Background: an optimization exercise with open tools, aiming at small area, a short achievable clock period and few clock cycles per item. Do not read the settings as production practice.
In this exercise RTL edits were held to simulation tests only and were not proved equivalent to the original.
Power figures rest on the tool's default switching activity, not on a simulated workload.

Setup of old:
==> flow/design.v <==
module lz77_enc (
    input  wire        clk,
    input  wire        rst,             
    input  wire [6:0]  cfg_window,      
    input  wire [5:0]  cfg_lookahead,   
    input  wire        in_valid,
    output wire        in_ready,
    input  wire [7:0]  in_data,
    input  wire        in_last,         
    output wire        out_valid,
    input  wire        out_ready,
    output wire [15:0] out_offset,
    output wire [15:0] out_length,
    output wire [7:0]  out_literal,
    output wire        out_last         
);
    localparam N = 64;                  
    reg        a_valid;
    reg  [7:0] a_data;
    reg        a_last;
    reg        msg_start;               
    reg  [6:0] win;                     
    reg  [5:0] look;                    
    reg        rdy;                     
    assign in_ready = rdy;
    wire   in_fire  = in_valid && rdy;
    reg  [7:0] hist [1:N];              
    reg  [N:1] m;                       
    reg  [5:0] t;                       
    reg        t0;                      
    reg  [6:0] lim;                     
    reg        e0_v, e1_v;
    reg  [6:0] e0_off, e1_off;
    reg  [5:0] e0_len, e1_len;
    reg  [7:0] e0_lit, e1_lit;
    reg        e0_last, e1_last;
    wire go = a_valid && !e1_v;         
    wire [N:1] eq;
    wire [N:1] init;
    genvar d;
    generate
        for (d = 1; d <= N; d = d + 1) begin : g_cmp
            assign eq[d]   = (hist[d] == a_data);
            assign init[d] = (lim >= d);
        end
    endgenerate
    wire [N:1] m_eff = t0 ? init : m;
    wire [N:1] e     = m_eff & eq;
    wire       any   = |e;
    wire       cap_hit = (t == look);
    wire       lit   = a_last || cap_hit || !any;
    wire [N:1] m_next = m_eff & (eq | {N{!go}});
    reg  [6:0] pe;
    integer i;
    always @(*) begin
        pe = 7'd0;
        for (i = 1; i <= N; i = i + 1)
            if (m[i]) pe = i;
    end
    wire [6:0] p_off = t0 ? 7'd0 : pe;
    wire push = go && lit;
    wire pop  = e0_v && out_ready;
    assign out_valid   = e0_v;
    assign out_offset  = {9'd0, e0_off};
    assign out_length  = {10'd0, e0_len};
    assign out_literal = e0_lit;
    assign out_last    = e0_last;
    wire e1_v_next = e1_v ? !pop : (push && e0_v && !pop);
    integer k;
    always @(posedge clk) begin
        if (!e1_v)
            a_data <= in_data;
        if (go) begin
            hist[1] <= a_data;
            for (k = 2; k <= N; k = k + 1)
                hist[k] <= hist[k-1];
        end
        m <= m_next;
        if (!e0_v || pop) begin
            if (e1_v) begin
                e0_off  <= e1_off;
                e0_len  <= e1_len;
                e0_lit  <= e1_lit;
                e0_last <= e1_last;
            end else begin
                e0_off  <= p_off;
                e0_len  <= t;
                e0_lit  <= a_data;
                e0_last <= a_last;
            end
        end
        if (!e1_v) begin
            e1_off  <= p_off;
            e1_len  <= t;
            e1_lit  <= a_data;
            e1_last <= a_last;
        end
    end
    always @(posedge clk) begin
        if (rst) begin
            a_valid   <= 1'b0;
            a_last    <= 1'b0;
            msg_start <= 1'b1;
            win       <= 7'd1;
            look      <= 6'd1;
            rdy       <= 1'b1;
            t         <= 6'd0;
            t0        <= 1'b1;
            lim       <= 7'd0;
            e0_v      <= 1'b0;
            e1_v      <= 1'b0;
        end else begin
            if (!e1_v) begin
                a_valid <= in_valid;
                a_last  <= in_last;
            end
            if (in_fire) begin
                msg_start <= in_last;
                if (msg_start) begin
                    win  <= cfg_window;
                    look <= cfg_lookahead;
                end
            end
            if (go) begin
                t   <= lit ? 6'd0 : t + 6'd1;
                t0  <= lit;
                lim <= a_last ? 7'd0 : (lim == win ? lim : lim + 7'd1);
            end
            if (!e0_v || pop)
                e0_v <= e1_v || push;
            e1_v <= e1_v_next;
            rdy  <= !e1_v_next;
        end
    end
endmodule
clock: 10.0 ns
lec_check: 0
abc_clock_period_in_ps: 2500
cap_margin: 20
core_margin: 2
core_utilization: 40
cts_cluster_diameter: 100
cts_cluster_size: 30
slew_margin: 20
standard.sh (not shown) runs the stock make flow with config.mk's settings and CLKGATE_MAP_FILE= SYNTH_SCRIPT=/design/flow/synth_recipe.tcl, a recipe that flattens the netlist after the stock synthesis.
==> flow/flow/run.sh <==
#!/bin/bash
set -euo pipefail
bash standard.sh SETUP_SLACK_MARGIN=6.8 finish > make_finish.log 2>&1
Testbench counts of old, summed over its fixed seeds: cycles 35,415, bytes 35,399.
> inputs changed (old -> new)
Settings: CTS_CLUSTER_SIZE no longer set, was 30; CTS_CLUSTER_DIAMETER no longer set, was 100.
==> flow/run.sh (new file) <==
#!/bin/bash
# synth_recipe.tcl (not shown) runs the flow's synth.tcl, then flattens the netlist and writes it again
# the make line also repeats each setting of config.mk as NAME=value (left out here)
make -C /OpenROAD-flow-scripts/flow DESIGN_CONFIG=/design/flow/config.mk WORK_HOME=/design/flow/orfs CLKGATE_MAP_FILE= SYNTH_SCRIPT=/design/flow/synth_recipe.tcl finish
removed: flow/flow/run.sh
removed: flow/standard.sh
new vs old — ratio of routed vias to standard cells dropped by a few percent. Between new and old, the area taken by multi-input logic gates is higher for old. Power share of the sequential group, new and old: lower on new. old has a higher fmax than new. new vs old: number of buffers created by CTS up. new has critical path depth above what old had. Cmp new and old / met2 track demand over resource in global routing / lower: new. Relative to old, the part of the total power dissipated in the clock network of new is higher by 12 points. Compared with old, wire length of the first global-routing pass in new decreased slightly. The standard cells in new occupy more silicon area than those in old do.

## what the ideal ports hide
The results above use ideal ports. As a check the final layouts listed here were re-extracted and re-timed, cells and wires unchanged.
Step 1 (the two cells are an assumption about what drives the block):
set clk [get_ports {clk}]
set_driving_cell -lib_cell sky130_fd_sc_hd__clkbuf_16 $clk
set_driving_cell -lib_cell sky130_fd_sc_hd__buf_2 [delete_from_list [all_inputs] $clk]
Step 2 adds t to the input delays and takes it off the output delays; t is the mean of the earliest and latest rising clock arrival at the registers after step 1. Input paths then give back, and output paths get back, about the clock's delay inside the block.
a / b / c = ideal / step 1 / step 2; a / b = the first two.
| run | t, ns | slack for setup (ns) | worst data-port slew with drivers (ns) |
|---|---|---|---|
| old | 0.677 | 6.771 / 6.708 / 6.452 | 0.04 |
| new | 0.662 | 5.874 / 5.874 / 5.874 | 0.04 |
After both steps every run listed still meets setup and hold. The setup slack of old, which loses most, moves by -0.063 ns with the drivers and by -0.319 ns with both steps.
